Source: an optimization exercise on an open RTL-to-GDS flow (aim: small area, a short achievable clock period and few clock cycles). Production flows keep margins and buffers that such runs may drop.
At most, simulation tests tie the RTL to the original design; equivalence was not proved.
For run 1, only the layout was checked, not whether the RTL still works.

==> flow/config.mk <==
export PLATFORM = sky130hd
export DESIGN_NAME = stepstick_motion
export DESIGN_NICKNAME = stepstick_motion
export VERILOG_FILES = /design/flow/design.v
export SDC_FILE = /design/flow/constraint.sdc
export NUM_CORES = 4
export LEC_CHECK = 0
export CAP_MARGIN = 20
export CORE_MARGIN = 2
export CORE_UTILIZATION = 40
export PLACE_DENSITY = 0.6
export SETUP_SLACK_MARGIN = 2.5
export SLEW_MARGIN = 20
==> flow/constraint.sdc <==
create_clock -name core_clock -period 7.0 [get_ports {clk}]
set_input_delay 1.4000 -clock core_clock [delete_from_list [all_inputs] [get_ports {clk}]]
set_output_delay 1.4000 -clock core_clock [all_outputs]
set_load 0.01 [all_outputs]
==> flow/design.v <==
module stepstick_motion (
    input  wire        clk,
    input  wire        rst,           
    input  wire        cmd_valid,
    output wire        cmd_ready,
    input  wire [1:0]  cmd_op,
    input  wire [31:0] cmd_arg,
    output reg         rsp_valid,
    output wire [7:0]  rsp_status,
    output wire [47:0] rsp_data
);
    localparam [1:0] OP_INIT      = 2'd0;
    localparam [1:0] OP_MICROSTEP = 2'd1;
    localparam [1:0] OP_SPEED     = 2'd2;
    localparam [1:0] OP_ANGLE     = 2'd3;
    localparam [22:0] GV1 = 23'd703125;     
    localparam [22:0] GV2 = 23'd1406250;
    localparam [22:0] GV3 = 23'd2109375;
    localparam [35:0] KK  = 36'haab2aaab0;
    localparam [1:0] S_FIRST = 2'd0;
    localparam [1:0] S_RUN   = 2'd1;
    localparam [1:0] S_FIN   = 2'd2;
    reg        hs;
    reg [15:0] steps;
    reg [3:0]  ms;
    reg [34:0] cc;
    reg [35:0] G;        
    reg [3:0]  smsb;     
    reg        snz;      
    reg        rdy;
    reg [1:0]  st;
    reg [1:0]  op;
    reg [31:0] mr;       
    reg        ob;       
    reg [35:0] S;        
    reg [35:0] C;        
    reg [1:0]  cy;       
    reg [4:0]  cnt;
    reg [5:0]  ix;       
    reg [1:0]  tp;       
    reg        p;        
    reg [1:0]  dif;      
    reg [2:0]  dpv;      
    reg [1:0]  tpv;      
    reg        pend;     
    reg        s2, s01;  
    assign cmd_ready  = rdy;
    assign rsp_status = {5'd0, s2, s01, s01};
    assign rsp_data   = {13'd0, S[34:0]};
    function [2:0] bdec(input [2:0] b);
        bdec = {b[2], (b[2] & ~b[1] & ~b[0]) | (~b[2] & b[1] & b[0]), b[1] ^ b[0]};
    endfunction
    function [11:0] bdec4(input [8:0] b);
        bdec4 = {bdec(b[8:6]), bdec(b[6:4]), bdec(b[4:2]), bdec(b[2:0])};
    endfunction
    function [37:0] bsel(input [2:0] d, input [34:0] x);
        reg [35:0] mag;
        begin
            mag = d[0] ? {1'b0, x} : (d[1] ? {x, 1'b0} : 36'd0);
            bsel = {d[2], ~d[2], d[2] ? ~mag : mag};
        end
    endfunction
    reg  [11:0] bd;      
    wire [37:0] be0 = bsel(bd[2:0], cc);
    wire [37:0] be1 = bsel(bd[5:3], cc);
    wire [37:0] be2 = bsel(bd[8:6], cc);
    wire [37:0] be3 = bsel(bd[11:9], cc);
    wire [43:0] oa = {8'd0, S};
    wire [43:0] ob_ = {8'd0, C};
    wire [43:0] oc = {7'd0, be0[36:0]};
    wire [43:0] od = {5'd0, be1[36:0], 1'b0, be0[37]};
    wire [43:0] oe = {3'd0, be2[36:0], 1'b0, be1[37], cy};
    wire [43:0] of = {1'b0, be3[36:0], 1'b0, be2[37], 4'd0};
    wire [43:0] sa = oa ^ ob_ ^ oc;
    wire [43:0] ca = {((oa & ob_) | (oa & oc) | (ob_ & oc)), 1'b0};
    wire [43:0] sb = od ^ oe ^ of;
    wire [43:0] cb = {((od & oe) | (od & of) | (oe & of)), 1'b0};
    wire [43:0] sc = sa ^ ca ^ sb;
    wire [43:0] ccv = {((sa & ca) | (sa & sb) | (ca & sb)), 1'b0};
    wire [43:0] s2v = sc ^ ccv ^ cb;
    wire [43:0] c2s = {((sc & ccv) | (sc & cb) | (ccv & cb)), 1'b0};
    wire [9:0]  low = {2'd0, s2v[7:0]} + {2'd0, c2s[7:0]} + {3'd0, be3[37], 6'd0};
    wire [35:0] kc  = (op == OP_SPEED) ? (KK | {34'd0, cy}) : 36'd1;
    wire [35:0] fs  = S ^ C ^ kc;
    wire [35:0] fc  = {((S & C) | (S & kc) | (C & kc)), 1'b0};
    wire [35:0] wv  = fs + fc;
    wire        v_ovf = |wv[35:24];
    reg  [5:0]  hr1;
    always @(*) begin
        hr1 = 6'd0;
        case (cmd_arg[31:26])
            6'd0: hr1 = 6'd0;
            6'd1: hr1 = 6'd38;
            6'd2: hr1 = 6'd31;
            6'd3: hr1 = 6'd24;
            6'd4: hr1 = 6'd17;
            6'd5: hr1 = 6'd10;
            6'd6: hr1 = 6'd3;
            6'd7: hr1 = 6'd41;
            6'd8: hr1 = 6'd34;
            6'd9: hr1 = 6'd27;
            6'd10: hr1 = 6'd20;
            6'd11: hr1 = 6'd13;
            6'd12: hr1 = 6'd6;
            6'd13: hr1 = 6'd44;
            6'd14: hr1 = 6'd37;
            6'd15: hr1 = 6'd30;
            6'd16: hr1 = 6'd23;
            6'd17: hr1 = 6'd16;
            6'd18: hr1 = 6'd9;
            6'd19: hr1 = 6'd2;
            6'd20: hr1 = 6'd40;
            6'd21: hr1 = 6'd33;
            6'd22: hr1 = 6'd26;
            6'd23: hr1 = 6'd19;
            6'd24: hr1 = 6'd12;
            6'd25: hr1 = 6'd5;
            6'd26: hr1 = 6'd43;
            6'd27: hr1 = 6'd36;
            6'd28: hr1 = 6'd29;
            6'd29: hr1 = 6'd22;
            6'd30: hr1 = 6'd15;
            6'd31: hr1 = 6'd8;
            6'd32: hr1 = 6'd1;
            6'd33: hr1 = 6'd39;
            6'd34: hr1 = 6'd32;
            6'd35: hr1 = 6'd25;
            6'd36: hr1 = 6'd18;
            6'd37: hr1 = 6'd11;
            6'd38: hr1 = 6'd4;
            6'd39: hr1 = 6'd42;
            6'd40: hr1 = 6'd35;
            6'd41: hr1 = 6'd28;
            6'd42: hr1 = 6'd21;
            6'd43: hr1 = 6'd14;
            6'd44: hr1 = 6'd7;
            6'd45: hr1 = 6'd0;
            6'd46: hr1 = 6'd38;
            6'd47: hr1 = 6'd31;
            6'd48: hr1 = 6'd24;
            6'd49: hr1 = 6'd17;
            6'd50: hr1 = 6'd10;
            6'd51: hr1 = 6'd3;
            6'd52: hr1 = 6'd41;
            6'd53: hr1 = 6'd34;
            6'd54: hr1 = 6'd27;
            6'd55: hr1 = 6'd20;
            6'd56: hr1 = 6'd13;
            6'd57: hr1 = 6'd6;
            6'd58: hr1 = 6'd44;
            6'd59: hr1 = 6'd37;
            6'd60: hr1 = 6'd30;
            6'd61: hr1 = 6'd23;
            6'd62: hr1 = 6'd16;
            6'd63: hr1 = 6'd9;
            default: hr1 = 6'd0;
        endcase
    end
    wire [6:0]  hl  = cmd_arg[25:19];
    wire [5:0]  hr2 = (hl >= 7'd90) ? hl - 7'd90 : (hl >= 7'd45) ? hl - 7'd45 : hl[5:0];
    wire [6:0]  hsum = {1'b0, mr[30:25]} + {1'b0, mr[24:19]};
    wire [5:0]  At0 = (hsum >= 7'd45) ? hsum - 7'd45 : hsum[5:0];
    wire [5:0]  At  = mr[24:19];
    wire [18:0] Al  = mr[18:0];
    wire [7:0]  A3  = {ob, mr[31:25]};
    wire [23:0] q   = {C[35:19], S[35:29]};
    wire [5:0]  Rt  = S[28:23];
    wire [3:0]  Pt  = S[22:19];
    wire [18:0] Ls  = S[18:0];
    wire [18:0] Lc  = C[18:0];
    wire [7:0]  Ut  = tp[1] ? (tp[0] ? A3 : {1'b0, At, 1'b0}) : (tp[0] ? {2'b0, At} : 8'd0);
    wire [8:0]  T9  = {1'b0, Rt, 2'b00} + {3'b0, Pt, 2'b00} + {1'b0, Ut};
    reg  [2:0]  ad;
    reg  [5:0]  atr;
    always @(*) begin
        if      (T9 >= 9'd315) begin ad = 3'd7; atr = T9 - 9'd315; end
        else if (T9 >= 9'd270) begin ad = 3'd6; atr = T9 - 9'd270; end
        else if (T9 >= 9'd225) begin ad = 3'd5; atr = T9 - 9'd225; end
        else if (T9 >= 9'd180) begin ad = 3'd4; atr = T9 - 9'd180; end
        else if (T9 >= 9'd135) begin ad = 3'd3; atr = T9 - 9'd135; end
        else if (T9 >= 9'd90)  begin ad = 3'd2; atr = T9 - 9'd90;  end
        else if (T9 >= 9'd45)  begin ad = 3'd1; atr = T9 - 9'd45;  end
        else                   begin ad = 3'd0; atr = T9[5:0];     end
    end
    wire [22:0] o1  = {2'd0, Ls, 2'b00};
    wire [22:0] o2  = {2'd0, Lc, 2'b00};
    wire [22:0] o3  = tp[1] ? {3'd0, Al, 1'b0} : 23'd0;
    wire [22:0] o4  = tp[0] ? {4'd0, Al} : 23'd0;
    wire [22:0] x1  = o1 ^ o2 ^ o3;
    wire [22:0] y1  = {((o1 & o2) | (o1 & o3) | (o2 & o3)), 1'b0};
    wire [22:0] x2  = x1 ^ y1 ^ o4;
    wire [22:0] y2  = {((x1 & y1) | (x1 & o4) | (y1 & o4)), 1'b0};
    wire [3:0]  ptn = x2[22:19] + y2[22:19];
    wire [23:0] qa  = q + {21'd0, p, 2'b00};
    wire [23:0] qn  = {qa[21:0], ad[1:0]};
    wire [4:0]  dval = {1'b0, dif, 2'b00} + {3'd0, tpv} - {2'd0, dpv};
    wire [1:0]  dupd = pend ? ((dval >= 5'd3) ? 2'd3 : dval[1:0]) : dif;
    reg  [17:0] pg, pp_;
    integer  lv, j;
    always @(*) begin
        pg  = Ls[17:0] & Lc[17:0];
        pp_ = Ls[17:0] ^ Lc[17:0];
        for (lv = 1; lv < 18; lv = lv * 2)
            for (j = 17; j >= lv; j = j - 1) begin
                pg[j]  = pg[j] | (pp_[j] & pg[j - lv]);
                pp_[j] = pp_[j] & pp_[j - lv];
            end
    end
    wire        c18  = pg[17];
    wire [1:0]  u    = {(Ls[18] & Lc[18]) | ((Ls[18] ^ Lc[18]) & c18), Ls[18] ^ Lc[18] ^ c18};
    wire [6:0]  vt   = {1'b0, Rt} + {3'd0, Pt};
    wire        rnd  = (vt >= 7'd23) | ((u != 2'd0) & (vt >= 7'd22)) | ((u == 2'd3) & (vt >= 7'd21));
    wire [23:0] qb   = qa + 24'd1;
    wire        czero = (dupd == {1'b0, rnd});
    function sbit(input [15:0] s, input [5:0] k);
        sbit = k[5] ? 1'b0 : s[k[3:0]];
    endfunction
    wire [4:0]  nb   = {1'b0, smsb} + 5'd9 - {1'b0, ms};      
    wire [5:0]  ix0  = nb[0] ? {2'd0, smsb} - 6'd1 : {2'd0, smsb};
    wire [5:0]  ixn  = (st == S_FIRST) ? ix0 : ix - 6'd2;
    wire [1:0]  tpn  = {sbit(steps, ixn), sbit(steps, ixn - 6'd1)};
    reg  [3:0]  imsb;
    integer i;
    always @(*) begin
        imsb = 4'd0;
        for (i = 0; i < 16; i = i + 1)
            if (mr[i]) imsb = i[3:0];
    end
    wire [21:0] r4   = {S[19:0], 2'b00};
    wire [22:0] t1   = {1'b0, r4} - GV1;
    wire [22:0] t2   = {1'b0, r4} - GV2;
    wire [22:0] t3   = {1'b0, r4} - GV3;
    wire [1:0]  dd   = !t3[22] ? 2'd3 : !t2[22] ? 2'd2 : !t1[22] ? 2'd1 : 2'd0;
    wire [19:0] rn   = !t3[22] ? t3[19:0] : !t2[22] ? t2[19:0] : !t1[22] ? t1[19:0] : r4[19:0];
    wire [35:0] gn   = {G[33:0], dd};
    always @(posedge clk) begin
        begin
            rsp_valid <= 1'b0;
            if (rdy) begin
                op  <= cmd_op;
                mr  <= (cmd_op == OP_ANGLE) ? {1'b0, hr1, hr2, cmd_arg[18:0]} : cmd_arg;
                ob  <= 1'b0;
                bd  <= bdec4({cmd_arg[7:0], 1'b0});
                S   <= {4'd0, ~cmd_arg[31], {31{cmd_arg[31]}}};
                C   <= 36'd0;
                cy  <= 2'd0;
                st  <= S_FIRST;
                if (cmd_valid) rdy <= 1'b0;
            end else begin
                S <= s2v[43:8];
                C <= c2s[43:8];
                case (op)
                OP_INIT, OP_MICROSTEP: begin
                    C <= 36'd0;
                    if (st == S_FIRST) begin
                        if (op == OP_MICROSTEP && !hs) begin
                            rsp_valid <= 1'b1; s2 <= 1'b0; s01 <= 1'b1; rdy <= 1'b1;
                        end else if (op == OP_MICROSTEP && mr[7:0] > 8'd8) begin
                            rsp_valid <= 1'b1; s2 <= 1'b1; s01 <= 1'b1; rdy <= 1'b1;
                        end else if (op == OP_INIT) begin
                            hs    <= 1'b1;
                            steps <= mr[15:0];
                            smsb  <= imsb;
                            snz   <= |mr[15:0];
                            ms    <= 4'd8;
                            S     <= {13'd0, mr[15:0], 3'd0};
                            cnt   <= 5'd18;
                            st    <= S_RUN;
                        end else begin
                            ms    <= mr[3:0];
                            S     <= G;
                            cnt   <= {1'b0, mr[3:0]};
                            st    <= (mr[3:0] == 4'd0) ? S_FIN : S_RUN;
                        end
                    end else if (st == S_RUN) begin
                        cnt <= cnt - 5'd1;
                        if (cnt == 5'd1) st <= S_FIN;
                        if (op == OP_INIT) begin
                            G <= gn;
                            S <= (cnt == 5'd1) ? {8'd0, gn[35:8]} : {16'd0, rn};
                        end else begin
                            S <= {1'b0, S[35:1]};
                        end
                    end else begin
                        cc <= wv[35:1];
                        S  <= {1'b0, wv[35:1]};
                        rsp_valid <= 1'b1; s2 <= 1'b0; s01 <= 1'b0; rdy <= 1'b1;
                    end
                end
                OP_SPEED: begin
                    if (st == S_FIRST && !hs) begin
                        rsp_valid <= 1'b1; s2 <= 1'b0; s01 <= 1'b1; rdy <= 1'b1;
                    end else if (st == S_FIN) begin
                        S <= {12'd0, ~wv[23], wv[22:0]};
                        rsp_valid <= 1'b1; s2 <= v_ovf; s01 <= 1'b0; rdy <= 1'b1;
                    end else begin
                        S   <= s2v[43:8];
                        C   <= c2s[43:8];
                        cy  <= low[9:8];
                        mr  <= {8'd0, mr[31:8]};
                        bd  <= bdec4(mr[15:7]);
                        if (st == S_FIRST) begin
                            cnt <= 5'd3;
                            st  <= S_RUN;
                        end else begin
                            cnt <= cnt - 5'd1;
                            if (cnt == 5'd1) st <= S_FIN;
                        end
                    end
                end
                default: begin  
                    if (st == S_FIRST) begin
                        if (!hs) begin
                            rsp_valid <= 1'b1; s2 <= 1'b0; s01 <= 1'b1; rdy <= 1'b1;
                        end else begin
                            {ob, mr[31:25]} <= {2'd0, At0} + {1'b0, At0, 1'b0};
                            mr[24:19] <= At0;
                            S   <= (snz & nb[0]) ? {17'd0, Al} : 36'd0;
                            S[28:23] <= (snz & nb[0]) ? At0 : 6'd0;
                            C   <= 36'd0;
                            p   <= 1'b0;
                            dif <= {1'b0, snz & nb[0]};
                            pend <= 1'b0;
                            ix  <= ixn;
                            tp  <= tpn;
                            cnt <= nb[4:1];
                            st  <= (snz && nb[4:1] != 4'd0) ? S_RUN : S_FIN;
                        end
                    end else if (st == S_RUN) begin
                        S   <= {qn[6:0], atr, ptn, x2[18:0]};
                        C   <= {qn[23:7], y2[18:0]};
                        p   <= ad[2];
                        dif <= dupd;
                        dpv <= ad;
                        tpv <= tp;
                        pend <= 1'b1;
                        ix  <= ixn;
                        tp  <= tpn;
                        cnt <= cnt - 5'd1;
                        if (cnt == 5'd1) st <= S_FIN;
                    end else begin
                        S <= czero ? 36'd0 : {12'd0, rnd ? qb : qa};
                        rsp_valid <= 1'b1; s2 <= 1'b0; s01 <= 1'b0; rdy <= 1'b1;
                    end
                end
                endcase
            end
        end
        if (rst) begin
            rdy       <= 1'b1;
            hs        <= 1'b0;
            rsp_valid <= 1'b0;
        end
    end
endmodule
==> flow/run.sh <==
#!/bin/bash
# synth_recipe.tcl (not shown) runs the flow's synth.tcl, then flattens the netlist and writes it again
# the make line also repeats each setting of config.mk as NAME=value (left out here)
make -C /OpenROAD-flow-scripts/flow DESIGN_CONFIG=/design/flow/config.mk WORK_HOME=/design/flow/orfs CLKGATE_MAP_FILE= SYNTH_SCRIPT=/design/flow/synth_recipe.tcl finish
==> summary.txt, run 1 <==
Outcome
  – Outcome: no timing/DRC/antenna violations

Routing
  – DR vias/cell: approximately 6.3
  – Drc violations: 0
  – DRT iter0 DRCs: 3744
  – Via count: ~28000
  – DR WL/cell: ~28 um
  – Remaining antenna violation count: 0
  – Post-Route WL: roughly 120 mm
  – TritonRoute pass-1 iters: 9

STA
  – Slew @ Worst Pin: roughly 1200 ps
  – Tmin final: a little under 5000 ps
  – Max transition margin: between 10% and 20%
  – Fmax: between 200 and 250 MHz
  – # setup viols final: 0
  – Fin crit share: between 60 and 70%
  – Final worst slack: approximately 2100 ps
  – Setup TNS: 0 ps
  – Final hold vios: 0
  – Unrepaired setup endpoints after global routing: yes
  – Final Max Slew Viols: 0
  – Post-Route Skew: between 40 and 50 ps

Worst setup path
  – Worst reg2reg startpoint: C[2]$_SDFF_PP0_
  – Crit Path Max Fanout: 6
  – FF-to-FF End: S[5]$_DFF_P_
  – Reg2reg path depth: 22
  – R2R setup slack: about 2100 ps
  – Setup CP Type: register to register
  – Worst EP required: between 7000 and 8000 ps
  – CP Launch Type: register
  – Arrival @ worst endpoint: between 5000 and 6000 ps
  – Crit. End Element: register

Die
  – DIE WIDTH: ~270 um
  – DIE AREA: between 0.07 and 0.08 sq mm
  – Core area: 0.0716 sq mm
  – Row count: a little under 100
  – Initial Util: between 40 and 50%
  – DIE HEIGHT: 273 um
  – Top Ports: 95

Finish
  – Layout Nets: around 3800
  – Layout area overhead: 14.2%
  – Fillers: 7020
  – Core Util, Final: between 40% and 50%
  – Final instance area: ~0.033 sq mm
  – Most frequent cells in the layout: 346 x inv_1, 307 x nand2_1, 204 x a21oi_1
  – Share of layout cells above drive strength 1: 12.3%
  – Most common cell after layout, fill and taps aside: inv_1

Placement
  – Port Buffers: 76
  – Detailed placement HPWL: 93.5 mm
  – Area post-placement: around 0.031 sq mm
  – Pre-CTS setup slack: approximately 1500 ps
  – GPL Wtd Cong: between 1 and 1.5

Clock tree
  – Clk root buf: clkbuf_16
  – Clock Pin Slew Worst Setup and Hold Paths: about 60 ps
  – Hold-fix buffers, CTS: 0
  – CTS buffer count: 30
  – CTS tree: built
  – Max clock buf depth: 3
  – CTS sink cnt: 242
  – Latest clock arrival within the worst-skew pair: 650 ps
  – H-tree depth: 1

Run
  – Max-Cap Viols: 0

Global routing
  – Overflow left after global routing: 0
  – Antenna violations before repair: 6
  – Vias in the first global route: 26200
  – Largest net degree at the start of global routing: between 60 and 70
  – Gr usage total: 32.4%
  – First-pass GRT wire length: 180 mm

Worst hold path
  – Worst hold path class: register to register
  – Worst Hold End: G[6]$_DFFE_PP_
  – Cells on Worst Hold Path: 0
  – Min-delay src: G[4]$_DFFE_PP_

Logic synthesis
  – Flops & latches, synth: 242
  – Async set or reset register ratio after synthesis: 0%
  – Yosys top cell area share: 16.8%
  – Post-synthesis cell type count: 100
  – Post-Syn Area per Cell: around 8.6 sq um
  – Gate Count Post-Synth: 3379
  – Ys flop type: edfxtp_1
  – Synth area leader: edfxtp_1
  – Register area share after synthesis: around 22%
  – Post-Synthesis Cell Area: approximately 0.029 sq mm
  – Yosys Warn Count: 1
  – EDFF count, synth: 162
  – Synth top area cells: edfxtp_1 17%, fa_1 14%, ha_1 7.3%, xnor2_1 6.3%, dfxtp_1 5.5%
[cells in the mapped netlist (17+ instances only)]
master	instances
inv_1	349
nand2_1	310
a21oi_1	210
xnor2_1	208
fa_1	207
o21ai_0	200
nor2_1	180
ha_1	168
edfxtp_1	162
clkbuf_1	161
a22oi_1	130
dfxtp_1	80
xor2_1	71
nand3_1	64
buf_4	57
nor3_1	54
a31oi_1	49
and2_1	42
a21o_1	37
mux2i_1	37
o211ai_1	34
buf_1	29
a211oi_1	28
a221oi_1	25
clkbuf_2	25
mux2_2	23
nand4_1	23
o221ai_1	22
a22o_1	21
and3_1	21
nor2b_1	20
nor4_1	17
o21a_1	17
[layer usage]
metal	routed length [um]	GRT usage, %	vias up
met1	49200	44.1	13400
met2	50700	46.3	1966
met4	7090	15.2	10
li1	-	-	11900
met5	65	0	-
met3	17100	10.4	402
[metrics by stage]
stage / hold slack, ps / std cells
after floorplan: 421 / 3396
after global placement: 442 / 4235
after detailed placement: 448 / 4236
after CTS: 463 / 4338
after global routing: 464 / 4360
final: 466 / 4361
[logic make-up after synthesis]
| kind of cell | count (synthesis) | synth area share [%] |
|---|---|---|
| AOI/OAI and AO/OA | 958 | 22.3 |
| xor gates and xnor gates | 279 | 8.44 |
| adders and majority gates | 377 | 21.6 |
| buffers and inverters | 641 | 9.34 |
| DFF | 242 | 22.3 |
| muxes | 69 | 2.87 |
| other | 1 | 0.0129 |
| and+or+nand+nor | 812 | 13.1 |
[registers in the layout (all words and copies together) (netlist names), 2 cells and up]
name	count
ms	4
C	36
bd	11
S	36
cnt	5
dpv	3
tp	2
ix	6
dif	2
cc	35
mr	29
tpv	2
cy	2
G	36
smsb	4
op	2
st	2
steps	16
[cell type report]
class | instances | area (sq um) | share of cell area (%)
Tap cell | 950 | 1190 | 3.59
Clock buffer | 32 | 758 | 2.29
Sequential cell | 242 | 6490 | 19.6
Multi-Input combinational cell | 2514 | 20700 | 62.5
Timing Repair Buffer | 242 | 2270 | 6.85
Inverter | 356 | 1360 | 4.10
Antenna cell | 1 | 2.50 | 0.00756
Clock inverter | 24 | 337 | 1.02
[worst max-delay path by stage]
stage,from,endpoint,depth (start not counted)
2_1_floorplan,S[2]$_DFF_P_,S[11]$_DFF_P_,21
3_3_place_gp,S[3]$_DFF_P_,S[14]$_DFF_P_,20
3_5_place_dp,S[3]$_DFF_P_,S[14]$_DFF_P_,20
4_1_cts,S[2]$_DFF_P_,S[14]$_DFF_P_,22
5_1_grt,S[2]$_DFF_P_,S[5]$_DFF_P_,22
6_report,C[2]$_SDFF_PP0_,S[5]$_DFF_P_,22
[repair_timing]
action                                  4_1_cts  5_1_grt
gates cloned                                  1        2
endpoints found under the setup margin       50       43
setup buffers                                45       20
pin swaps                                    48       49
resized for setup                           116       89
[worst max-delay path, cell delays in order (launching register included)]
cell,delay (ps)
dfxtp_4,360
ha_4,160
fa_2,310
o21bai_1,150
a21o_1,150
a21o_1,180
a21o_1,160
a21o_1,170
a21oi_2,130
o21ai_1,70
o221a_2,300
fa_1,570
a21bo_2,180
a2bb2oi_4,80
o211ai_1,250
a31oi_4,180
buf_4,190
nor3_4,220
buf_6,150
mux2i_1,230
xor2_1,260
a21boi_1,140
o22ai_1,160
==> run 2, diff against run 1 <==
--- a/flow/design.v
+++ b/flow/design.v
@@ -14,7 +14,8 @@
     localparam [1:0] OP_SPEED     = 2'd2;
     localparam [1:0] OP_ANGLE     = 2'd3;
-    localparam [22:0] GV1 = 23'd703125;     
-    localparam [22:0] GV2 = 23'd1406250;
-    localparam [22:0] GV3 = 23'd2109375;
+    localparam [22:0] DV1 = 23'd1406250;    
+    localparam [22:0] DV2 = 23'd2812500;
+    localparam [22:0] DV3 = 23'd4218750;
+    localparam [19:0] C7  = 20'd703125;     
     localparam [35:0] KK  = 36'haab2aaab0;
     localparam [1:0] S_FIRST = 2'd0;
@@ -25,5 +26,4 @@
     reg [3:0]  ms;
     reg [34:0] cc;
-    reg [35:0] G;        
     reg [3:0]  smsb;     
     reg        snz;      
@@ -39,7 +39,7 @@
     reg [5:0]  ix;       
     reg [1:0]  tp;       
-    reg        p;        
+    reg [1:0]  p;        
     reg [1:0]  dif;      
-    reg [2:0]  dpv;      
+    reg [3:0]  dpv;      
     reg [1:0]  tpv;      
     reg        pend;     
@@ -81,5 +81,5 @@
     wire [43:0] c2s = {((sc & ccv) | (sc & cb) | (ccv & cb)), 1'b0};
     wire [9:0]  low = {2'd0, s2v[7:0]} + {2'd0, c2s[7:0]} + {3'd0, be3[37], 6'd0};
-    wire [35:0] kc  = (op == OP_SPEED) ? (KK | {34'd0, cy}) : 36'd1;
+    wire [35:0] kc  = KK | {34'd0, cy};
     wire [35:0] fs  = S ^ C ^ kc;
     wire [35:0] fc  = {((S & C) | (S & kc) | (C & kc)), 1'b0};
@@ -170,17 +170,144 @@
     wire [18:0] Lc  = C[18:0];
     wire [7:0]  Ut  = tp[1] ? (tp[0] ? A3 : {1'b0, At, 1'b0}) : (tp[0] ? {2'b0, At} : 8'd0);
-    wire [8:0]  T9  = {1'b0, Rt, 2'b00} + {3'b0, Pt, 2'b00} + {1'b0, Ut};
-    reg  [2:0]  ad;
-    reg  [5:0]  atr;
-    always @(*) begin
-        if      (T9 >= 9'd315) begin ad = 3'd7; atr = T9 - 9'd315; end
-        else if (T9 >= 9'd270) begin ad = 3'd6; atr = T9 - 9'd270; end
-        else if (T9 >= 9'd225) begin ad = 3'd5; atr = T9 - 9'd225; end
-        else if (T9 >= 9'd180) begin ad = 3'd4; atr = T9 - 9'd180; end
-        else if (T9 >= 9'd135) begin ad = 3'd3; atr = T9 - 9'd135; end
-        else if (T9 >= 9'd90)  begin ad = 3'd2; atr = T9 - 9'd90;  end
-        else if (T9 >= 9'd45)  begin ad = 3'd1; atr = T9 - 9'd45;  end
-        else                   begin ad = 3'd0; atr = T9[5:0];     end
-    end
+    function [9:0] lut4(input [6:0] x);
+        begin
+            lut4 = 10'd0;
+            case (x)
+                7'd0: lut4 = 10'd0;
+                7'd1: lut4 = 10'd4;
+                7'd2: lut4 = 10'd8;
+                7'd3: lut4 = 10'd12;
+                7'd4: lut4 = 10'd16;
+                7'd5: lut4 = 10'd20;
+                7'd6: lut4 = 10'd24;
+                7'd7: lut4 = 10'd28;
+                7'd8: lut4 = 10'd32;
+                7'd9: lut4 = 10'd36;
+                7'd10: lut4 = 10'd40;
+                7'd11: lut4 = 10'd44;
+                7'd12: lut4 = 10'd67;
+                7'd13: lut4 = 10'd71;
+                7'd14: lut4 = 10'd75;
+                7'd15: lut4 = 10'd79;
+                7'd16: lut4 = 10'd83;
+                7'd17: lut4 = 10'd87;
+                7'd18: lut4 = 10'd91;
+                7'd19: lut4 = 10'd95;
+                7'd20: lut4 = 10'd99;
+                7'd21: lut4 = 10'd103;
+                7'd22: lut4 = 10'd107;
+                7'd23: lut4 = 10'd130;
+                7'd24: lut4 = 10'd134;
+                7'd25: lut4 = 10'd138;
+                7'd26: lut4 = 10'd142;
+                7'd27: lut4 = 10'd146;
+                7'd28: lut4 = 10'd150;
+                7'd29: lut4 = 10'd154;
+                7'd30: lut4 = 10'd158;
+                7'd31: lut4 = 10'd162;
+                7'd32: lut4 = 10'd166;
+                7'd33: lut4 = 10'd170;
+                7'd34: lut4 = 10'd193;
+                7'd35: lut4 = 10'd197;
+                7'd36: lut4 = 10'd201;
+                7'd37: lut4 = 10'd205;
+                7'd38: lut4 = 10'd209;
+                7'd39: lut4 = 10'd213;
+                7'd40: lut4 = 10'd217;
+                7'd41: lut4 = 10'd221;
+                7'd42: lut4 = 10'd225;
+                7'd43: lut4 = 10'd229;
+                7'd44: lut4 = 10'd233;
+                7'd45: lut4 = 10'd256;
+                7'd46: lut4 = 10'd260;
+                7'd47: lut4 = 10'd264;
+                7'd48: lut4 = 10'd268;
+                7'd49: lut4 = 10'd272;
+                7'd50: lut4 = 10'd276;
+                7'd51: lut4 = 10'd280;
+                7'd52: lut4 = 10'd284;
+                7'd53: lut4 = 10'd288;
+                7'd54: lut4 = 10'd292;
+                7'd55: lut4 = 10'd296;
+                7'd56: lut4 = 10'd300;
+                7'd57: lut4 = 10'd323;
+                7'd58: lut4 = 10'd327;
+                7'd59: lut4 = 10'd331;
+                7'd60: lut4 = 10'd335;
+                7'd61: lut4 = 10'd339;
+                7'd62: lut4 = 10'd343;
+                7'd63: lut4 = 10'd347;
+                7'd64: lut4 = 10'd351;
+                7'd65: lut4 = 10'd355;
+                7'd66: lut4 = 10'd359;
+                7'd67: lut4 = 10'd363;
+                7'd68: lut4 = 10'd386;
+                7'd69: lut4 = 10'd390;
+                7'd70: lut4 = 10'd394;
+                7'd71: lut4 = 10'd398;
+                7'd72: lut4 = 10'd402;
+                7'd73: lut4 = 10'd406;
+                7'd74: lut4 = 10'd410;
+                7'd75: lut4 = 10'd414;
+                7'd76: lut4 = 10'd418;
+                7'd77: lut4 = 10'd422;
+                7'd78: lut4 = 10'd426;
+                7'd79: lut4 = 10'd449;
+                7'd80: lut4 = 10'd453;
+                7'd81: lut4 = 10'd457;
+                7'd82: lut4 = 10'd461;
+                7'd83: lut4 = 10'd465;
+                7'd84: lut4 = 10'd469;
+                7'd85: lut4 = 10'd473;
+                7'd86: lut4 = 10'd477;
+                7'd87: lut4 = 10'd481;
+                7'd88: lut4 = 10'd485;
+                7'd89: lut4 = 10'd489;
+                7'd90: lut4 = 10'd512;
+                7'd91: lut4 = 10'd516;
+                7'd92: lut4 = 10'd520;
+                7'd93: lut4 = 10'd524;
+                7'd94: lut4 = 10'd528;
+                7'd95: lut4 = 10'd532;
+                7'd96: lut4 = 10'd536;
+                7'd97: lut4 = 10'd540;
+                7'd98: lut4 = 10'd544;
+                7'd99: lut4 = 10'd548;
+                7'd100: lut4 = 10'd552;
+                7'd101: lut4 = 10'd556;
+                7'd102: lut4 = 10'd579;
+                7'd103: lut4 = 10'd583;
+                7'd104: lut4 = 10'd587;
+                7'd105: lut4 = 10'd591;
+                7'd106: lut4 = 10'd595;
+                7'd107: lut4 = 10'd599;
+                7'd108: lut4 = 10'd603;
+                7'd109: lut4 = 10'd607;
+                7'd110: lut4 = 10'd611;
+                7'd111: lut4 = 10'd615;
+                7'd112: lut4 = 10'd619;
+                7'd113: lut4 = 10'd642;
+                7'd114: lut4 = 10'd646;
+                7'd115: lut4 = 10'd650;
+                7'd116: lut4 = 10'd654;
+                7'd117: lut4 = 10'd658;
+                7'd118: lut4 = 10'd662;
+                7'd119: lut4 = 10'd666;
+                7'd120: lut4 = 10'd670;
+                7'd121: lut4 = 10'd674;
+                7'd122: lut4 = 10'd678;
+                7'd123: lut4 = 10'd682;
+                7'd124: lut4 = 10'd705;
+                7'd125: lut4 = 10'd709;
+                7'd126: lut4 = 10'd713;
+                7'd127: lut4 = 10'd717;
+                default: ;
+            endcase
+        end
+    endfunction
+    wire [6:0]  tx  = {1'b0, Rt} + {3'b0, Pt} + {1'b0, Ut[7:2]};
+    wire [9:0]  fd  = lut4(tx);
+    wire [3:0]  ad  = fd[9:6];
+    wire [5:0]  atr = fd[5:0] + {4'd0, Ut[1:0]};
     wire [22:0] o1  = {2'd0, Ls, 2'b00};
     wire [22:0] o2  = {2'd0, Lc, 2'b00};
@@ -192,7 +319,7 @@
     wire [22:0] y2  = {((x1 & y1) | (x1 & o4) | (y1 & o4)), 1'b0};
     wire [3:0]  ptn = x2[22:19] + y2[22:19];
-    wire [23:0] qa  = q + {21'd0, p, 2'b00};
+    wire [23:0] qa  = q + {20'd0, p, 2'b00};
     wire [23:0] qn  = {qa[21:0], ad[1:0]};
-    wire [4:0]  dval = {1'b0, dif, 2'b00} + {3'd0, tpv} - {2'd0, dpv};
+    wire [4:0]  dval = {1'b0, dif, 2'b00} + {3'd0, tpv} - {1'b0, dpv};
     wire [1:0]  dupd = pend ? ((dval >= 5'd3) ? 2'd3 : dval[1:0]) : dif;
     reg  [17:0] pg, pp_;
@@ -227,11 +354,14 @@
             if (mr[i]) imsb = i[3:0];
     end
-    wire [21:0] r4   = {S[19:0], 2'b00};
-    wire [22:0] t1   = {1'b0, r4} - GV1;
-    wire [22:0] t2   = {1'b0, r4} - GV2;
-    wire [22:0] t3   = {1'b0, r4} - GV3;
-    wire [1:0]  dd   = !t3[22] ? 2'd3 : !t2[22] ? 2'd2 : !t1[22] ? 2'd1 : 2'd0;
-    wire [19:0] rn   = !t3[22] ? t3[19:0] : !t2[22] ? t2[19:0] : !t1[22] ? t1[19:0] : r4[19:0];
-    wire [35:0] gn   = {G[33:0], dd};
+    wire [73:0] xpp  = {52'd0, C7, 2'b00};
+    wire [1:0]  xpr  = xpp[{cnt, 1'b0} +: 2];
+    wire [22:0] r4   = {S[20:0], xpr};
+    wire [23:0] t1   = {1'b0, r4} - {1'b0, DV1};
+    wire [23:0] t2   = {1'b0, r4} - {1'b0, DV2};
+    wire [23:0] t3   = {1'b0, r4} - {1'b0, DV3};
+    wire [1:0]  dd   = !t3[23] ? 2'd3 : !t2[23] ? 2'd2 : !t1[23] ? 2'd1 : 2'd0;
+    wire [20:0] rn   = !t3[23] ? t3[20:0] : !t2[23] ? t2[20:0] : !t1[23] ? t1[20:0] : r4[20:0];
+    wire [3:0]  msn  = (op == OP_INIT) ? 4'd8 : mr[3:0];
+    wire [15:0] sv   = (op == OP_INIT) ? mr[15:0] : steps;
     always @(posedge clk) begin
         begin
@@ -252,5 +382,4 @@
                 case (op)
                 OP_INIT, OP_MICROSTEP: begin
-                    C <= 36'd0;
                     if (st == S_FIRST) begin
                         if (op == OP_MICROSTEP && !hs) begin
@@ -258,32 +387,30 @@
                         end else if (op == OP_MICROSTEP && mr[7:0] > 8'd8) begin
                             rsp_valid <= 1'b1; s2 <= 1'b1; s01 <= 1'b1; rdy <= 1'b1;
-                        end else if (op == OP_INIT) begin
-                            hs    <= 1'b1;
-                            steps <= mr[15:0];
-                            smsb  <= imsb;
-                            snz   <= |mr[15:0];
-                            ms    <= 4'd8;
-                            S     <= {13'd0, mr[15:0], 3'd0};
-                            cnt   <= 5'd18;
-                            st    <= S_RUN;
                         end else begin
-                            ms    <= mr[3:0];
-                            S     <= G;
-                            cnt   <= {1'b0, mr[3:0]};
-                            st    <= (mr[3:0] == 4'd0) ? S_FIN : S_RUN;
+                            if (op == OP_INIT) begin
+                                hs    <= 1'b1;
+                                steps <= mr[15:0];
+                                smsb  <= imsb;
+                                snz   <= |mr[15:0];
+                            end
+                            ms  <= msn;
+                            if (msn[0]) begin
+                                S   <= {16'd0, sv, 4'd0};
+                                cnt <= 5'd17 - {2'd0, msn[3:1]};
+                            end else begin
+                                S   <= {17'd0, sv, 3'd0};
+                                cnt <= 5'd18 - {2'd0, msn[3:1]};
+                            end
+                            cc <= 35'd0;
+                            st <= S_RUN;
                         end
-                    end else if (st == S_RUN) begin
+                    end else begin
+                        S   <= {15'd0, rn};
+                        cc  <= {cc[32:0], dd};
                         cnt <= cnt - 5'd1;
-                        if (cnt == 5'd1) st <= S_FIN;
-                        if (op == OP_INIT) begin
-                            G <= gn;
-                            S <= (cnt == 5'd1) ? {8'd0, gn[35:8]} : {16'd0, rn};
-                        end else begin
-                            S <= {1'b0, S[35:1]};
+                        if (cnt == 5'd1) begin
+                            S <= {1'b0, cc[32:0], dd};
+                            rsp_valid <= 1'b1; s2 <= 1'b0; s01 <= 1'b0; rdy <= 1'b1;
                         end
-                    end else begin
-                        cc <= wv[35:1];
-                        S  <= {1'b0, wv[35:1]};
-                        rsp_valid <= 1'b1; s2 <= 1'b0; s01 <= 1'b0; rdy <= 1'b1;
                     end
                 end
@@ -319,5 +446,5 @@
                             S[28:23] <= (snz & nb[0]) ? At0 : 6'd0;
                             C   <= 36'd0;
-                            p   <= 1'b0;
+                            p   <= 2'd0;
                             dif <= {1'b0, snz & nb[0]};
                             pend <= 1'b0;
@@ -330,5 +457,5 @@
                         S   <= {qn[6:0], atr, ptn, x2[18:0]};
                         C   <= {qn[23:7], y2[18:0]};
-                        p   <= ad[2];
+                        p   <= ad[3:2];
                         dif <= dupd;
                         dpv <= ad;
==> run 2 against run 1 <==
  * Hold slack improved by 43 ps
  * First-iteration DRC count decreased by 17%
  * Flip-flop and latch count is 34 lower
==> summary.txt, run 2 <==
Worst setup path
  – Delay-heaviest family, CP: adder cells
  – Slowest stage delay, CP: ~850 ps
  – Worst path bufs/invs: 1
  – Slowest-stage cell, CP: a2111oi_0
  – Crit. End Element: register
  – Setup CP Type: register to register
  – Worst EP required: 7440 ps
  – Crit Path Max Fanout: 19
  – Crit-path cells: nor2b_2 > buf_4 > a22oi_1 > xnor2_1 > fa_1 > fa_1 > fa_1 > a21oi_1 > a21oi_1 > o2bb2ai_1 > a21oi_1 > a2111oi_0 > o31ai_1
  – CP Launch Type: register
  – Arrival @ worst endpoint: 5360 ps

Clock tree
  – CTS sink cnt: 208
  – H-tree depth: 1
  – CTS tree: built
  – Clock Pin Slew Worst Setup and Hold Paths: around 60 ps
  – Latest clock arrival within the worst-skew pair: around 590 ps
  – Clk root buf: clkbuf_16
  – Hold-fix buffers, CTS: 0
  – Max clock buf depth: 3
  – CTS buffer count: 28

Outcome
  – Outcome: no timing/DRC/antenna violations

Logic synthesis
  – Gate Count Post-Synth: 3191
  – Ys flop type: edfxtp_1
  – Simple-gate portion of the synthesized area: between 10% and 20%
  – Yosys Warn Count: 1
  – Synth area leader: fa_1
  – Yosys top cell area share: between 10 and 15%
  – Post-Syn Area per Cell: ~8.5 sq um
  – Most used standard cell by instance count after synthesis: inv_1
  – Flops & latches, synth: 208
  – Register area share after synthesis: 20.0%
  – Main combinational cell family by area after synthesis: adder cells
  – Mux contribution to synthesized area: around 3.7%
  – Most common library cells after synthesis: 298 x inv_1, 268 x nand2_1, 209 x xnor2_1, 206 x a21oi_1, 195 x fa_1
  – Async set or reset register ratio after synthesis: 0%
  – Post-synthesis adder-cell area fraction: between 20% and 30%
  – Synth top area cells: fa_1 14%, edfxtp_1 14%, ha_1 8.5%, xnor2_1 6.7%, dfxtp_1 5.9%
  – Compound-Gate Fraction of Synth Area: about a fifth
  – XOR/XNOR Fraction of Synth Area: under 10%
  – EDFF count, synth: roughly 130
  – Post-synthesis cell type count: ~110
  – Post-Synthesis Cell Area: 0.0272 sq mm

Routing
  – Via count: 24900
  – DR vias/cell: just over 6
  – TritonRoute pass-1 iters: 10
  – Post-Route WL: around 110 mm
  – DR WL/cell: 25.8 um
  – Drc violations: 0
  – Remaining antenna violation count: 0
  – DRT iter0 DRCs: roughly 3100

Worst hold path
  – Worst hold path class: register to register

Placement
  – Detailed placement HPWL: 80.1 mm
  – Port Buffers: 76
  – Area post-placement: 0.0284 sq mm
  – Placed Cells: ~3900
  – Pre-CTS setup slack: about 1400 ps
  – GPL Wtd Cong: roughly 1

Die
  – Core area: just under 0.07 sq mm
  – DIE HEIGHT: 265 um
  – Row count: 95
  – DIE WIDTH: 265 um
  – Initial Util: between 40% and 50%
  – Top Ports: 95
  – DIE AREA: roughly 0.07 sq mm

Finish
  – Share of layout cells above drive strength 1: a little over an eighth
  – Most frequent cells in the layout: 296 x inv_1, 265 x nand2_1, 199 x a21oi_1
  – Final instance area: a little over 0.03 sq mm
  – Layout Nets: 3607
  – Layout area overhead: 13.9%
  – Most common cell after layout, fill and taps aside: inv_1
  – Final std cells w/o fill: slightly above 4000
  – Regs by FF count: C (36), S (36), cc (35)

STA
  – Post-Route Skew: 28.2 ps
  – Min Hold Slack: 509 ps
  – Final worst slack: 2080 ps
  – # setup viols final: 0
  – Final hold vios: 0
  – Setup TNS: 0 ps
  – Max transition margin: 20.3%
  – Unrepaired setup endpoints after global routing: yes
  – Fmax: 203 MHz
  – Slew @ Worst Pin: between 1000 and 1500 ps
  – Tmin final: approximately 4900 ps
  – Fin crit share: a little over two thirds
  – Final Max Slew Viols: 0

Global routing
  – First-pass GRT wire length: around 160 mm
  – Vias in the first global route: between 20000 and 25000
  – Gr usage total: a little under 30%
  – Largest net degree at the start of global routing: between 40 and 50
  – Antenna violations before repair: 2
  – Overflow left after global routing: 0

Run
  – Max-Cap Viols: 0
[run 2: cell families (layout without fill, tap and decap cells)]
family | count (synthesis) | count (layout)
compound gates | 876 | 876
xor+xnor | 285 | 285
fa+ha+maj | 382 | 382
buf+inv | 588 | 591
flops | 208 | 208
mux | 79 | 79
other cells | 1 | 19
simple gates | 772 | 773
[run 2: path summary, 6_finish.rpt]
kind	slack, ps	startpoint	to	cells past startpoint
max	2080	bd[10]$_DFFE_PP_	S[13]$_DFF_P_	13
min	510	ob$_SDFFE_PP0P_	ob$_SDFFE_PP0P_	2
max reg2reg	2080	bd[10]$_DFFE_PP_	S[13]$_DFF_P_	13
min reg2reg	510	ob$_SDFFE_PP0P_	ob$_SDFFE_PP0P_	2
[run 2: cell type report]
cell class	instances	area [sq um]
inverters	306	1160
diodes	1	2.50
flip-flops and latches	208	5490
well taps	873	1090
clock buffers	33	782
fillers	6570	36300
repair buffers	233	2140
clock inverters	19	171
multi-input cells	2413	20100
[run 2: layer usage]
layer	GRT usage, %	share of wire (%)	vias up
met5	0	0	-
met4	18.0	7.6	0
met3	5.16	9.0	364
met2	44.9	43	1364
met1	38.4	40	12100
li1	-	-	11100
[run 2: timing repair]
item | 4_1_cts | 5_1_grt
endpoints found under the hold margin | 0 | 0
setup buffers | 36 | 54
pin swaps | 34 | 35
cloned | 0 | 4
endpoints found under the setup margin | 38 | 37
resized for setup | 97 | 87
[run 2: per-stage QoR]
step | util, %
global placement | 42.1
finish | 46.1
detailed placement | 42.1
CTS | 44.7
floorplan | -
global route | 46.0
[run 2: worst min-delay path: stages (launching register included)]
cell and delay [ps]:
dfxtp_1 310, nor2_1 110, nor3_1 50
Testbench counts of run 2, summed over its fixed seeds: cycles 26,747.
==> run 3, diff against run 2 <==
--- a/flow/design.v
+++ b/flow/design.v
@@ -35,5 +35,6 @@
     reg [35:0] S;        
     reg [35:0] C;        
-    reg [1:0]  cy;       
+    reg [7:0]  lS, lC;   
+    reg        ln;       
     reg [4:0]  cnt;
     reg [5:0]  ix;       
@@ -70,20 +71,23 @@
     wire [43:0] oc = {7'd0, be0[36:0]};
     wire [43:0] od = {5'd0, be1[36:0], 1'b0, be0[37]};
-    wire [43:0] oe = {3'd0, be2[36:0], 1'b0, be1[37], cy};
+    wire [9:0]  low = {2'd0, lS} + {2'd0, lC} + {3'd0, ln, 6'd0};
+    wire        cya = low[9] | low[8];
+    wire        cyb = low[9];
+    wire [43:0] oe = {3'd0, be2[36:0], 1'b0, be1[37], 2'b00};
     wire [43:0] of = {1'b0, be3[36:0], 1'b0, be2[37], 4'd0};
     wire [43:0] sa = oa ^ ob_ ^ oc;
     wire [43:0] ca = {((oa & ob_) | (oa & oc) | (ob_ & oc)), 1'b0};
     wire [43:0] sb = od ^ oe ^ of;
-    wire [43:0] cb = {((od & oe) | (od & of) | (oe & of)), 1'b0};
+    wire [43:0] cb = {((od & oe) | (od & of) | (oe & of)), cyb};
     wire [43:0] sc = sa ^ ca ^ sb;
-    wire [43:0] ccv = {((sa & ca) | (sa & sb) | (ca & sb)), 1'b0};
+    wire [43:0] ccv = {((sa & ca) | (sa & sb) | (ca & sb)), cya};
     wire [43:0] s2v = sc ^ ccv ^ cb;
     wire [43:0] c2s = {((sc & ccv) | (sc & cb) | (ccv & cb)), 1'b0};
-    wire [9:0]  low = {2'd0, s2v[7:0]} + {2'd0, c2s[7:0]} + {3'd0, be3[37], 6'd0};
-    wire [35:0] kc  = KK | {34'd0, cy};
-    wire [35:0] fs  = S ^ C ^ kc;
-    wire [35:0] fc  = {((S & C) | (S & kc) | (C & kc)), 1'b0};
-    wire [35:0] wv  = fs + fc;
-    wire        v_ovf = |wv[35:24];
+    wire [35:0] fs  = S ^ C ^ KK;
+    wire [35:0] fc  = {((S & C) | (S & KK) | (C & KK)), cyb};
+    wire [24:0] wlo = {1'b0, fs[23:0]} + {1'b0, fc[23:0]} + {24'd0, cya};
+    wire [11:0] fsh = fs[35:24];
+    wire [11:0] fch = fc[35:24];
+    wire        v_ovf = ((fsh ^ fch) != {fsh[10:0] | fch[10:0], wlo[24]});
     reg  [5:0]  hr1;
     always @(*) begin
@@ -323,21 +327,17 @@
     wire [4:0]  dval = {1'b0, dif, 2'b00} + {3'd0, tpv} - {1'b0, dpv};
     wire [1:0]  dupd = pend ? ((dval >= 5'd3) ? 2'd3 : dval[1:0]) : dif;
-    reg  [17:0] pg, pp_;
-    integer  lv, j;
-    always @(*) begin
-        pg  = Ls[17:0] & Lc[17:0];
-        pp_ = Ls[17:0] ^ Lc[17:0];
-        for (lv = 1; lv < 18; lv = lv * 2)
-            for (j = 17; j >= lv; j = j - 1) begin
-                pg[j]  = pg[j] | (pp_[j] & pg[j - lv]);
-                pp_[j] = pp_[j] & pp_[j - lv];
-            end
-    end
-    wire        c18  = pg[17];
+    wire [6:0]  ub0 = {1'b0, Ls[5:0]}   + {1'b0, Lc[5:0]};
+    wire [6:0]  ub1 = {1'b0, Ls[11:6]}  + {1'b0, Lc[11:6]};
+    wire [6:0]  ub1c = {1'b0, Ls[11:6]} + {1'b0, Lc[11:6]} + 7'd1;
+    wire [6:0]  ub2 = {1'b0, Ls[17:12]} + {1'b0, Lc[17:12]};
+    wire [6:0]  ub2c = {1'b0, Ls[17:12]} + {1'b0, Lc[17:12]} + 7'd1;
+    wire        c12 = ub0[6] ? ub1c[6] : ub1[6];
+    wire        c18 = c12 ? ub2c[6] : ub2[6];
     wire [1:0]  u    = {(Ls[18] & Lc[18]) | ((Ls[18] ^ Lc[18]) & c18), Ls[18] ^ Lc[18] ^ c18};
     wire [6:0]  vt   = {1'b0, Rt} + {3'd0, Pt};
     wire        rnd  = (vt >= 7'd23) | ((u != 2'd0) & (vt >= 7'd22)) | ((u == 2'd3) & (vt >= 7'd21));
     wire [23:0] qb   = qa + 24'd1;
-    wire        czero = (dupd == {1'b0, rnd});
+    wire [23:0] cr0  = (dupd == 2'd0) ? 24'd0 : qa;
+    wire [23:0] cr1  = (dupd == 2'd1) ? 24'd0 : qb;
     function sbit(input [15:0] s, input [5:0] k);
         sbit = k[5] ? 1'b0 : s[k[3:0]];
@@ -374,5 +374,7 @@
                 S   <= {4'd0, ~cmd_arg[31], {31{cmd_arg[31]}}};
                 C   <= 36'd0;
-                cy  <= 2'd0;
+                lS  <= 8'd0;
+                lC  <= 8'd0;
+                ln  <= 1'b0;
                 st  <= S_FIRST;
                 if (cmd_valid) rdy <= 1'b0;
@@ -419,10 +421,12 @@
                         rsp_valid <= 1'b1; s2 <= 1'b0; s01 <= 1'b1; rdy <= 1'b1;
                     end else if (st == S_FIN) begin
-                        S <= {12'd0, ~wv[23], wv[22:0]};
+                        S <= {12'd0, ~wlo[23], wlo[22:0]};
                         rsp_valid <= 1'b1; s2 <= v_ovf; s01 <= 1'b0; rdy <= 1'b1;
                     end else begin
                         S   <= s2v[43:8];
                         C   <= c2s[43:8];
-                        cy  <= low[9:8];
+                        lS  <= s2v[7:0];
+                        lC  <= c2s[7:0];
+                        ln  <= be3[37];
                         mr  <= {8'd0, mr[31:8]};
                         bd  <= bdec4(mr[15:7]);
@@ -467,5 +471,5 @@
                         if (cnt == 5'd1) st <= S_FIN;
                     end else begin
-                        S <= czero ? 36'd0 : {12'd0, rnd ? qb : qa};
+                        S <= {12'd0, rnd ? cr1 : cr0};
                         rsp_valid <= 1'b1; s2 <= 1'b0; s01 <= 1'b0; rdy <= 1'b1;
                     end
==> run 3 against run 2 <==
  * Still clean on timing, DRC and antenna
  * Register-to-register slack better by 80 ps
  * Design area grew 1.6%
  * Wire length rose by 5.3%
  * Highest routed layer is now met5
==> summary.txt, run 3 <==
Outcome
  – Outcome: no timing/DRC/antenna violations

Routing
  – DR WL/cell: around 27 um
  – Wire length on met1: around 44 mm
  – Top sig layer: met5
  – Remaining antenna violation count: 0
  – DRT iter0 DRCs: about 2900
  – Met2 routed WL: 48.3 mm
  – DR vias/cell: ~6
  – Metal3 WL: roughly 11 mm
  – Post-Route WL: ~110 mm
  – Via count: ~25000
  – Drc violations: 0
  – TritonRoute pass-1 iters: 9

STA
  – Unrepaired setup endpoints after global routing: yes
  – Final Max Slew Viols: 0
  – Fin crit share: between 60% and 70%
  – Slew @ Worst Pin: about 1100 ps
  – Max transition margin: 24.9%
  – Fmax: around 210 MHz
  – Tmin final: around 4800 ps
  – Final hold vios: 0
  – Post-Route Skew: ~21 ps
  – # setup viols final: 0
  – Setup TNS: 0 ps
  – Min Hold Slack: roughly 460 ps

Worst setup path
  – Worst reg2reg startpoint: S[2]$_DFF_P_
  – Setup CP Type: register to register
  – CP Launch Type: register
  – Crit Path Max Fanout: 5
  – Critical path's most frequent cell: buf_6
  – Slowest stage delay, CP: 550 ps
  – Delay-heaviest family, CP: compound AO/OA/AOI/OAI gates
  – R2R setup slack: 2160 ps
  – Reg2reg path depth: 25
  – Arrival @ worst endpoint: between 5000 and 6000 ps
  – Worst path bufs/invs: 5
  – FF-to-FF End: S[9]$_DFF_P_
  – Worst EP required: roughly 7600 ps
  – Crit. End Element: register
  – Slowest-stage cell, CP: fa_2

Global routing
  – First-pass GRT wire length: 162 mm
  – Antenna violations before repair: 4
  – Vias in the first global route: around 24000
  – Overflow left after global routing: 0
  – Gr usage total: 30.6%
  – Largest net degree at the start of global routing: 55

Logic synthesis
  – Post-Synthesis Cell Area: 0.0278 sq mm
  – Synth top area cells: fa_1 14%, edfxtp_1 14%, ha_1 8.6%, dfxtp_1 6.7%, xnor2_1 5.5%
  – Yosys Warn Count: 1
  – Yosys top cell area share: 14.0%
  – Async set or reset register ratio after synthesis: 0%
  – Post-Syn Area per Cell: 8.55 sq um
  – Gate Count Post-Synth: about 3200
  – Most common library cells after synthesis: 293 x inv_1, 256 x nand2_1, 241 x a21oi_1, 194 x fa_1, 192 x ha_1
  – Register area share after synthesis: 20.5%
  – Most used standard cell by instance count after synthesis: inv_1
  – Ys flop type: edfxtp_1
  – Synth area leader: fa_1
  – Flops & latches, synth: approximately 220
  – Post-synthesis cell type count: 99
  – EDFF count, synth: roughly 130

Clock tree
  – Clock Pin Slew Worst Setup and Hold Paths: about 70 ps
  – CTS tree: built
  – Max clock buf depth: 3
  – Clk root buf: clkbuf_16
  – CTS sink cnt: 221
  – Latest clock arrival within the worst-skew pair: roughly 640 ps
  – H-tree depth: 1
  – CTS buffer count: 31

Finish
  – Core Util, Final: between 40% and 50%
  – Share of layout cells above drive strength 1: 13.2%
  – Regs by FF count: C (36), S (36), cc (35)
  – Fillers: 6797
  – Most common cell after layout, fill and taps aside: inv_1
  – Layout Nets: around 3700
  – Most frequent cells in the layout: 285 x inv_1, 253 x nand2_1, 223 x a21oi_1
  – Layout area overhead: 13.3%

Run
  – Max-Cap Viols: 0

Die
  – Core area: between 0.06 and 0.07 sq mm
  – DIE WIDTH: around 270 um
  – Row count: 96
  – DIE AREA: 0.0716 sq mm
  – Initial Util: a little over 40%
  – DIE HEIGHT: 268 um
  – Top Ports: 95

Worst hold path
  – Cells on Worst Hold Path: 2
  – Worst hold path class: register to register
  – Min-delay src: lC[2]$_SDFFE_PP0P_
  – Worst Hold End: lC[2]$_SDFFE_PP0P_

Placement
  – Port Buffers: 76
  – Detailed placement HPWL: 82.9 mm
  – GPL Wtd Cong: 1.02
## run 3: layer usage
layer / vias up / GRT usage [%]
met4: 2 / 17.9
met2: 1429 / 47.0
met3: 322 / 6.19
met5: - / 0
li1: 11300 / -
met1: 12300 / 40.0
## run 3: worst max path at each step
stage,endpoint,cells past startpoint,slack [ps],start
final,S[9]$_DFF_P_,25,2160,S[2]$_DFF_P_
after global routing,S[20]$_DFF_P_,25,1990,S[2]$_DFF_P_
after CTS,S[13]$_DFF_P_,25,2200,S[2]$_DFF_P_
after detailed placement,S[4]$_DFF_P_,22,870,S[6]$_DFF_P_
after global placement,S[13]$_DFF_P_,22,1010,S[6]$_DFF_P_
after floorplan,S[24]$_DFF_P_,18,2500,S[19]$_DFF_P_
## run 3: per-stage QoR
stage | cell area (sq um) | cells | setup WS [ps]
final | 31500 | 4190 | 2160
after global routing | 31500 | 4187 | 1990
after CTS | 30900 | 4158 | 2200
after detailed placement | 29200 | 4071 | 873
after global placement | 29200 | 4071 | 1010
after floorplan | 27900 | 3266 | 2500
## run 3: what timing repair did
| item | CTS | global route |
|---|---|---|
| hold buffers | 0 | 0 |
| gates resized for setup | 128 | 89 |
| setup endpoints to repair | 35 | 38 |
| buffers inserted | 28 | 29 |
| cloned | 1 | 0 |
| pin swaps | 47 | 60 |
## run 3: area by class of cell
cell class	count	area, sq um	area share (%)
Clock buffer	33	783	2.49
Tap cell	931	1160	3.70
Inverter	302	1140	3.63
Clock inverter	25	191	0.608
Multi-Input combinational cell	2453	20500	65.0
Antenna cell	3	7.51	0.0239
Timing Repair Buffer	222	1970	6.25
Sequential cell	221	5750	18.3
## run 3: logic make-up (layout without fill, tap and decap cells)
kind of cell / Yosys count / in the layout / share of synthesized area, %
flops: 221 / 221 / 20.5
simple gates: 746 / 746 / 13.0
other cells: 1 / 21 / 0.0135
xor+xnor: 286 / 286 / 9.07
fa+ha+maj: 386 / 386 / 22.6
mux: 103 / 103 / 4.22
compound gates: 914 / 914 / 21.6
buf+inv: 592 / 582 / 8.96
## run 3: tightest hold or removal path: cells and delay by family, from the launching register on
| family | cells | cell delay (ps) |
|---|---|---|
| DFF | 1 | 310 |
| AOI/OAI and AO/OA | 1 | 50 |
| and+or+nand+nor | 1 | 50 |
Testbench counts of run 3, summed over its fixed seeds: cycles 26,747.

[port drivers added, routing unchanged]
In the flow no input, the clock included, has a driving cell. The finished layouts below were timed again as built, in two steps. Step 1 (the two cells are an assumption about what drives the block):
set clk [get_ports {clk}]
set_driving_cell -lib_cell sky130_fd_sc_hd__clkbuf_16 $clk
set_driving_cell -lib_cell sky130_fd_sc_hd__buf_2 [delete_from_list [all_inputs] $clk]
Step 2, shift: input delay + t, output delay - t, t = (earliest + latest rising clock arrival at the registers) / 2. This alone moves slack from input paths to output paths. Three values: ideal, step 1, step 2; two values: the first two.
| run | shift t [ns] | setup slack, ns | hold WS [ns] | worst setup path after step 2 |
|---|---|---|---|---|
| run 1 | 0.690 | 2.131 / 2.131 / 2.131 | 0.466 / 0.466 / 0.466 | register to register |
| run 2 | 0.649 | 2.080 / 2.080 / 2.080 | 0.509 / 0.509 / 0.509 | register to register |
| run 3 | 0.688 | 2.162 / 2.162 / 2.162 | 0.458 / 0.458 / 0.458 | register to register |
After both steps setup and hold are still met in every run listed.
